What follows belongs to an exercise in optimizing a design on an open flow for small area, a short achievable clock period and few clock cycles per item; a production flow would make more cautious choices. RTL that was checked went through simulation tests only; none was proved equivalent to the original. Power and IR drop assume default switching activity.

## dmac_prog_builder
module dmac_prog_builder (
    input  wire        clk,
    input  wire        rst,
    input  wire        cmd_valid,
    output wire        cmd_ready,
    input  wire        cmd_zf,          
    input  wire [31:0] cmd_src,
    input  wire [31:0] cmd_dst,
    input  wire [31:0] cmd_size,
    input  wire [2:0]  cmd_bsz,
    input  wire [4:0]  cmd_blen,
    input  wire [2:0]  cmd_ssz,
    input  wire [5:0]  cmd_periph,
    input  wire [1:0]  cmd_kind,        
    input  wire        cmd_cache,
    input  wire        cmd_nonsecure,
    input  wire [31:0] cmd_buf_base,
    input  wire [31:0] cmd_buf_cap,
    output wire        wr_valid,
    input  wire        wr_ready,
    output wire [31:0] wr_addr,
    output wire [7:0]  wr_data,
    output reg         res_valid,
    output wire [1:0]  res_status,      
    output reg  [3:0]  res_cause,
    output wire [31:0] res_length,
    output wire [31:0] res_needed,
    output reg  [3:0]  res_residual
);
    localparam [3:0] I_SAR  = 4'd0;
    localparam [3:0] I_DAR  = 4'd1;
    localparam [3:0] I_FLP  = 4'd2;
    localparam [3:0] I_CCRB = 4'd3;
    localparam [3:0] I_LP1  = 4'd4;
    localparam [3:0] I_LP0  = 4'd5;
    localparam [3:0] I_BODY = 4'd6;
    localparam [3:0] I_LPE0 = 4'd7;
    localparam [3:0] I_LPE1 = 4'd8;
  ...
For scale: about 2000 cells after synthesis, roughly 270 flip-flops, about 300 I/O pins, about 18000 µm² of cells after synthesis.
==> flow/config.mk <==
export PLATFORM = sky130hd
export DESIGN_NAME = dmac_prog_builder
export DESIGN_NICKNAME = dmac_prog_builder
export VERILOG_FILES = /design/flow/design.v
export SDC_FILE = /design/flow/constraint.sdc
export NUM_CORES = 4
export LEC_CHECK = 0
export CAP_MARGIN = 20
export CORE_MARGIN = 2
export CORE_UTILIZATION = 40
export SETUP_SLACK_MARGIN = 5
export SLEW_MARGIN = 20
==> flow/constraint.sdc <==
create_clock -name core_clock -period 8.0 [get_ports {clk}]
set_input_delay 1.6000 -clock core_clock [delete_from_list [all_inputs] [get_ports {clk}]]
set_output_delay 1.6000 -clock core_clock [all_outputs]
set_load 0.01 [all_outputs]
run.sh (not shown) runs the stock make flow with config.mk's settings and CLKGATE_MAP_FILE= SYNTH_SCRIPT=/design/flow/synth_recipe.tcl, a recipe that flattens the netlist after the stock synthesis.
Testbench counts at the start, summed over its fixed seeds: cycles 17,742, builds 384.
Change:
--- a/flow/design.v
+++ b/flow/design.v
@@ -117,15 +117,17 @@
     wire       c_p   = !r_zf && r_nonsecure;
     wire [2:0] c_e   = r_zf ? (ist ? 3'd0 : 3'd4) : (ist ? r_ssz : r_bsz);
     wire [3:0] c_l   = ist ? 4'd0 : (r_zf ? 4'd15 : r_blen[3:0] - 4'd1);
     wire [31:0] ccr  = {4'd0, c_dc7, c_dc7, 1'b1, 1'b0, c_p, 1'b0, c_l, c_e, c_di,
                         c_sc7, c_sc7, 1'b1, 1'b0, c_p, 1'b0, c_l, c_e, c_si};
     wire [2:0] e_t     = r_zf ? 3'd0 : r_ssz;
     wire [7:0] t_units = rm >> e_t;
-    reg        f_nz, mid_c, lo_nz, q7_nz, t_nz;
+    wire       f_nz    = (q[31:16] != 16'd0);
+    wire       mid_c   = (q[15:9] != 7'd0) || (q[8] && q[7:0] != 8'd0);
+    wire       lo_nz   = (q[15:0] != 16'd0);
     wire [7:0] pp      = {r_periph, 3'b000};
     wire [2:0] body_n  = r_zf ? 3'd3 : (periph ? 3'd7 : 3'd4);
     wire [2:0] body_l  = r_zf ? 3'd2 : (periph ? 3'd6 : 3'd3);
     wire [4:0] plan_l  = r_zf ? 5'd11 : (periph ? 5'd15 : 5'd12);
     wire [7:0] cnt_m1  = ((ptype == P_TAIL) ? t_units :
                           (ptype == P_MID)  ? q[15:8] : q[7:0]) - 8'd1;
     wire [31:0] imm  = (ip == I_SAR) ? r_src : (ip == I_DAR) ? r_dst : ccr;
@@ -185,29 +187,29 @@
             I_SAR:  n_ip = I_DAR;
             I_DAR:  n_ip = periph ? I_FLP : I_CCRB;
             I_FLP:  n_ip = I_CCRB;
             I_LP1:  n_ip = I_LP0;
             I_LP0:  n_ip = I_BODY;
             I_BODY: n_ip = I_LPE0;
             I_CCRT: begin
-                n_ip = t_nz ? I_LP0 : I_END;
+                n_ip = (t_units != 8'd0) ? I_LP0 : I_END;
                 n_pt = P_TAIL;
             end
             I_END:  n_ip = I_DONE;
             default: begin       
                 if (ip == I_LPE0 && (ptype == P_FULL || ptype == P_MID))
                     n_ip = I_LPE1;
                 else if (ptype == P_TAIL && ip != I_CCRB)
                     n_ip = I_END;
                 else if ((ptype == P_FULL || ip == I_CCRB) && f_nz) begin
                     n_ip = I_LP1; n_pt = P_FULL;
                 end else if ((ptype == P_FULL || ip == I_CCRB) && mid_c) begin
                     n_ip = I_LP1; n_pt = P_MID;
                 end else if ((ptype == P_FULL || ip == I_CCRB) ? lo_nz :
-                             (ptype == P_MID && q7_nz)) begin
+                             (ptype == P_MID && q[7:0] != 8'd0)) begin
                     n_ip = I_LP0; n_pt = P_LO;
                 end else
                     n_ip = I_CCRT;
             end
         endcase
     end
     wire       f_2   = (q[31:17] != 15'd0);
@@ -366,24 +368,14 @@
                     end
                 end
             end
             if (ip == I_DONE && !ovf)
                 room[19:0] <= off;
         end
     end
-    wire        dfix  = dcnt[4] && !ddone;
-    wire [15:0] f_src = dfix ? {qtop, q[23:16]} : q[31:16];
-    wire [7:0]  t_src = (dfix ? rfix : rm) >> e_t;
-    always @(posedge clk) begin
-        f_nz  <= (f_src != 16'd0);
-        mid_c <= (q[15:9] != 7'd0) || (q[8] && q[7:0] != 8'd0);
-        lo_nz <= (q[15:0] != 16'd0);
-        q7_nz <= (q[7:0] != 8'd0);
-        t_nz  <= (t_src != 8'd0);
-    end
     always @(posedge clk) begin
         res_cause    <= cause;
         res_residual <= rm[3:0] & ~(4'hF << e_t);
     end
     assign res_status   = {ovf, verr};
     assign res_length   = {12'd0, room[19:0]};
     assign res_needed   = {12'd0, off};
Effect:
- final cell count came out higher by 1.0%
- worst setup slack degrades by 0.0068 ns
- area after synthesis barely changes
- global-route usage shrinks by 0.26 points
- flip-flop and latch count is lower by 5
- total power stays flat
- register-to-register slack stays flat
- design area went down by 0.34%
- wire length climbs by about 1.4%
- sequential power is lower by about 3%
- die area barely changes
- synthesized cell count grows by about 0.7%
- non-clock buffer count goes up by 23
- clock power is lower by about 3%
Testbench counts after the change, summed over its fixed seeds: cycles 17,742, builds 384.

Setup of P:
Starting RTL as in the previous note.
// dmac_prog_builder
module dmac_prog_builder (
    input  wire        clk,
    input  wire        rst,
    input  wire        cmd_valid,
    output wire        cmd_ready,
    input  wire        cmd_zf,          
    input  wire [31:0] cmd_src,
    input  wire [31:0] cmd_dst,
    input  wire [31:0] cmd_size,
    input  wire [2:0]  cmd_bsz,
    input  wire [4:0]  cmd_blen,
    input  wire [2:0]  cmd_ssz,
    input  wire [5:0]  cmd_periph,
    input  wire [1:0]  cmd_kind,        
    input  wire        cmd_cache,
    input  wire        cmd_nonsecure,
    input  wire [31:0] cmd_buf_base,
    input  wire [31:0] cmd_buf_cap,
    output wire        wr_valid,
    input  wire        wr_ready,
    output wire [31:0] wr_addr,
    output wire [7:0]  wr_data,
    output reg         res_valid,
    output wire [1:0]  res_status,      
    output reg  [3:0]  res_cause,
    output wire [31:0] res_length,
    output wire [31:0] res_needed,
    output reg  [3:0]  res_residual
);
    localparam [3:0] I_SAR  = 4'd0;
    localparam [3:0] I_DAR  = 4'd1;
    localparam [3:0] I_FLP  = 4'd2;
    localparam [3:0] I_CCRB = 4'd3;
    localparam [3:0] I_LP1  = 4'd4;
    localparam [3:0] I_LP0  = 4'd5;
    localparam [3:0] I_BODY = 4'd6;
    localparam [3:0] I_LPE0 = 4'd7;
    localparam [3:0] I_LPE1 = 4'd8;
  ...
clock: 8.0 ns
lec_check: 0
cap_margin: 20
core_margin: 2
core_utilization: 40
cts_buf_list: sky130_fd_sc_hd__clkbuf_8
setup_slack_margin: 5
slew_margin: 20
Testbench counts of P, summed over its fixed seeds: cycles 17,742, builds 384.
[inputs] Q vs P
--- a/flow/design.v
+++ b/flow/design.v
@@ -72,26 +72,25 @@
     reg        a_l1;             
     reg        a_last;           
     reg        a_ccrbl;          
     reg        vld;
     reg [7:0]  dat;
     reg [31:0] addr;
     assign cmd_ready = idle;
     assign wr_valid  = vld;
     assign wr_data   = dat;
     assign wr_addr   = addr;
     wire periph = !r_zf && (r_kind != 2'd0);
     wire [3:0] amask = r_zf ? 4'hF : ~(4'hF << r_bsz);
-    wire [33:0] bsum = {2'b00, ~(addr ^ room)} + {1'b0, addr | room, 1'b0};
-    wire bad_buf = bsum[33];
+    wire bad_buf = (room != 32'd0) && ((room - 32'd1) > ~addr);
     reg  [3:0] cause;
     always @(*) begin
         if (r_zf) begin
             if (r_dst[3:0] != 4'd0)                           cause = 4'd6;
             else                                              cause = 4'd8;
         end else begin
             if (r_kind == 2'd3)                               cause = 4'd10;
             else if (r_bsz > 3'd4)                            cause = 4'd1;
             else if (r_ssz > 3'd4 || r_ssz > r_bsz)           cause = 4'd2;
             else if (r_blen == 5'd0 || r_blen > 5'd16)        cause = 4'd3;
             else if (r_kind != 2'd0 && r_per5)                cause = 4'd4;
             else if ((r_src[3:0] & amask) != 4'd0)            cause = 4'd5;
Findings:
P → Q: switching share of total power moved up, setup slack after layout moved down, sum of internal, switching and leakage power moved up.
Looking at maximum clock rate, Q sits 25% below P.
When Q is set beside P, its full die area turns out to be about 1.7% smaller.
Density: Q denser than P
Compared with P, non-clock buffer count in Q increased by a little under 10%.
Taking P as the reference, in Q power density of the placed cells went up, number of cell instances on the worst register-to-register path went up.
Row count, Q and P: lower on Q
No functional check of the RTL was part of Q.

Setup of run 4:
Another version of the RTL of dmac_prog_builder (not shown whole).
Size: roughly 2100 cells after synthesis, roughly 270 flip-flops, ~300 I/O pins.
Settings: LEC_CHECK=0, CAP_MARGIN=20, CORE_MARGIN=2, CORE_UTILIZATION=40, CTS_BUF_LIST=sky130_fd_sc_hd__clkbuf_8, SETUP_SLACK_MARGIN=5, SLEW_MARGIN=20; clock period 8.0 ns.
### run 4 -> run 3
diff --git a/flow/design.v b/flow/design.v
--- a/flow/design.v
+++ b/flow/design.v
@@ -115,19 +115,21 @@
     wire       c_sc7 = !r_zf && r_cache && (r_kind != 2'd2);
     wire       c_dc7 = !r_zf && r_cache && (r_kind != 2'd1);
     wire       c_p   = !r_zf && r_nonsecure;
     wire [2:0] c_e   = r_zf ? (ist ? 3'd0 : 3'd4) : (ist ? r_ssz : r_bsz);
     wire [3:0] c_l   = ist ? 4'd0 : (r_zf ? 4'd15 : r_blen[3:0] - 4'd1);
     wire [31:0] ccr  = {4'd0, c_dc7, c_dc7, 1'b1, 1'b0, c_p, 1'b0, c_l, c_e, c_di,
                         c_sc7, c_sc7, 1'b1, 1'b0, c_p, 1'b0, c_l, c_e, c_si};
     wire [2:0] e_t     = r_zf ? 3'd0 : r_ssz;
     wire [7:0] t_units = rm >> e_t;
-    reg        f_nz, mid_c, lo_nz, q7_nz, t_nz;
+    wire       f_nz    = (q[31:16] != 16'd0);
+    wire       mid_c   = (q[15:9] != 7'd0) || (q[8] && q[7:0] != 8'd0);
+    wire       lo_nz   = (q[15:0] != 16'd0);
     wire [7:0] pp      = {r_periph, 3'b000};
     wire [2:0] body_n  = r_zf ? 3'd3 : (periph ? 3'd7 : 3'd4);
     wire [2:0] body_l  = r_zf ? 3'd2 : (periph ? 3'd6 : 3'd3);
     wire [4:0] plan_l  = r_zf ? 5'd11 : (periph ? 5'd15 : 5'd12);
     wire [7:0] cnt_m1  = ((ptype == P_TAIL) ? t_units :
                           (ptype == P_MID)  ? q[15:8] : q[7:0]) - 8'd1;
     wire [31:0] imm  = (ip == I_SAR) ? r_src : (ip == I_DAR) ? r_dst : ccr;
     wire [1:0]  bsel = bi[1:0] - 2'd2;
     wire [7:0]  immb = imm[{bsel, 3'b000} +: 8];
@@ -183,33 +185,33 @@
         n_pt = ptype;
         case (ip)
             I_SAR:  n_ip = I_DAR;
             I_DAR:  n_ip = periph ? I_FLP : I_CCRB;
             I_FLP:  n_ip = I_CCRB;
             I_LP1:  n_ip = I_LP0;
             I_LP0:  n_ip = I_BODY;
             I_BODY: n_ip = I_LPE0;
             I_CCRT: begin
-                n_ip = t_nz ? I_LP0 : I_END;
+                n_ip = (t_units != 8'd0) ? I_LP0 : I_END;
                 n_pt = P_TAIL;
             end
             I_END:  n_ip = I_DONE;
             default: begin       
                 if (ip == I_LPE0 && (ptype == P_FULL || ptype == P_MID))
                     n_ip = I_LPE1;
                 else if (ptype == P_TAIL && ip != I_CCRB)
                     n_ip = I_END;
                 else if ((ptype == P_FULL || ip == I_CCRB) && f_nz) begin
                     n_ip = I_LP1; n_pt = P_FULL;
                 end else if ((ptype == P_FULL || ip == I_CCRB) && mid_c) begin
                     n_ip = I_LP1; n_pt = P_MID;
                 end else if ((ptype == P_FULL || ip == I_CCRB) ? lo_nz :
-                             (ptype == P_MID && q7_nz)) begin
+                             (ptype == P_MID && q[7:0] != 8'd0)) begin
                     n_ip = I_LP0; n_pt = P_LO;
                 end else
                     n_ip = I_CCRT;
             end
         endcase
     end
     wire       f_2   = (q[31:17] != 15'd0);
     wire [3:0] s_ip  = f_2 ? I_LP1 : mid_c ? I_LP1 : lo_nz ? I_LP0 : I_CCRT;
     wire [1:0] s_pt  = f_2 ? P_FULL : mid_c ? P_MID : P_LO;
@@ -284,22 +286,22 @@
             r_ssz       <= cmd_ssz;
             r_periph    <= cmd_periph[4:0];
             r_per5      <= cmd_periph[5];
             r_kind      <= cmd_kind;
             r_cache     <= cmd_cache;
             r_nonsecure <= cmd_nonsecure;
             room        <= cmd_buf_cap;
             addr        <= cmd_buf_base;
             verr        <= 1'b0;
-            q           <= cmd_zf ? {8'd0, cmd_size[31:8]} : cmd_size;
-            rm          <= cmd_zf ? cmd_size[7:0] : 8'd0;
-            dcnt        <= cmd_zf ? 5'd16 : {3'd0, cmd_bsz[2:1]};
-            ddone       <= cmd_zf;
+            q           <= cmd_size;
+            rm          <= 8'd0;
+            dcnt        <= cmd_zf ? 5'd4 : {3'd0, cmd_bsz[2:1]};
+            ddone       <= 1'b0;
             d3          <= cmd_zf ? 7'd3 : cd1 + {cd1[5:0], 1'b0};
             ip          <= cmd_zf ? I_DAR : I_SAR;
             bi          <= 3'd1;
             dat         <= 8'hBC;
             a_st        <= 1'b0;
             a_l6        <= 1'b0;
             a_l1        <= 1'b0;
             a_last      <= 1'b0;
             a_ccrbl     <= 1'b0;
@@ -364,27 +366,17 @@
                         a_last  <= b_last;
                         a_ccrbl <= (ip == I_CCRB) && (bn == 3'd5);
                     end
                 end
             end
             if (ip == I_DONE && !ovf)
                 room[19:0] <= off;
         end
     end
-    wire        dfix  = dcnt[4] && !ddone;
-    wire [15:0] f_src = dfix ? {qtop, q[23:16]} : q[31:16];
-    wire [7:0]  t_src = (dfix ? rfix : rm) >> e_t;
-    always @(posedge clk) begin
-        f_nz  <= (f_src != 16'd0);
-        mid_c <= (q[15:9] != 7'd0) || (q[8] && q[7:0] != 8'd0);
-        lo_nz <= (q[15:0] != 16'd0);
-        q7_nz <= (q[7:0] != 8'd0);
-        t_nz  <= (t_src != 8'd0);
-    end
     always @(posedge clk) begin
         res_cause    <= cause;
         res_residual <= rm[3:0] & ~(4'hF << e_t);
     end
     assign res_status   = {ovf, verr};
     assign res_length   = {12'd0, room[19:0]};
     assign res_needed   = {12'd0, off};
 endmodule
==> comparison <==
Going from run 4 to run 3, proportion of power drawn by flip-flops and latches picked up an extra 1.5 points, final sequential cell count fell 5, number of buffers created by CTS decreased by 2 relative to the old numbers.
Run 3 does better than run 4 on HPWL reported at the end of detailed placement.
Changes observed in run 3 relative to run 4: global placement routability congestion rose by about 4%, total power fell by 11%.
Number of cells produced by synthesis on run 3 is down relative to run 4.
[run 3 vs run 4] area of all placed cells without fillers: lower in run 3
~same clock latency on the worst-skew pair in run 3 and run 4
The worst setup path startpoint comes out q[16]$_DFF_P_ in one run and r_zf$_DFFE_PP_ in the other, namely in run 3 and run 4 respectively.
Delta (run 3 minus run 4): number of synthesized register bits decreased about 1.9%; fmax essentially unchanged.
Delta (run 3 minus run 4): tightest hold margin shows no meaningful change; setup slack of the critical path after layout held; total number of placement rows decreased by 1.3% relative to the old numbers.
Run 3 completed every stage of the flow, and the final layout passed the timing, DRC and antenna checks.
Testbench counts of run 3, summed over its fixed seeds: cycles 17,742, builds 384.
The RTL of run 4 was laid out without a check of its function.

[separate check: timing with driven ports]
Ports are ideal in the flow. The routed layouts listed here were re-timed in OpenROAD.
Step 1 sets driving cells, clkbuf_16 on the clock port and buf_2 on the other inputs (assumed; they add their load-dependent delay and slew).
Step 2 moves the port delays by t, midway between the first and last clock arrival at a register: inputs arrive t later, outputs are due t later. That takes back most of the time a late clock gives input paths.
Three values: ideal, step 1, step 2; two values: the first two.
run	shift t [ns]	setup slack, ns	hold WS [ns]	latest minus earliest clock arrival (ns)	worst data-port slew with drivers (ns)
the first run of note 1	0.599	4.962 / 4.934 / 4.405	0.478 / 0.478 / 0.478	0.010 / 0.010	0.10
the second run of note 1	0.651	4.955 / 4.955 / 4.400	0.464 / 0.464 / 0.464	0.025 / 0.024	0.09
P	0.671	5.045 / 4.992 / 4.389	0.478 / 0.478 / 0.478	0.017 / 0.017	0.09
Q	0.684	4.049 / 4.049 / 3.995	0.485 / 0.485 / 0.485	0.027 / 0.027	0.09
run 4	0.690	4.915 / 4.887 / 4.377	0.467 / 0.467 / 0.467	0.022 / 0.022	0.10
run 3	0.673	4.917 / 4.917 / 4.368	0.464 / 0.464 / 0.464	0.032 / 0.032	0.08
After both steps setup and hold are still met in every run listed. The setup slack of P, which loses most, moves by -0.053 ns with the drivers and by -0.656 ns with both steps.
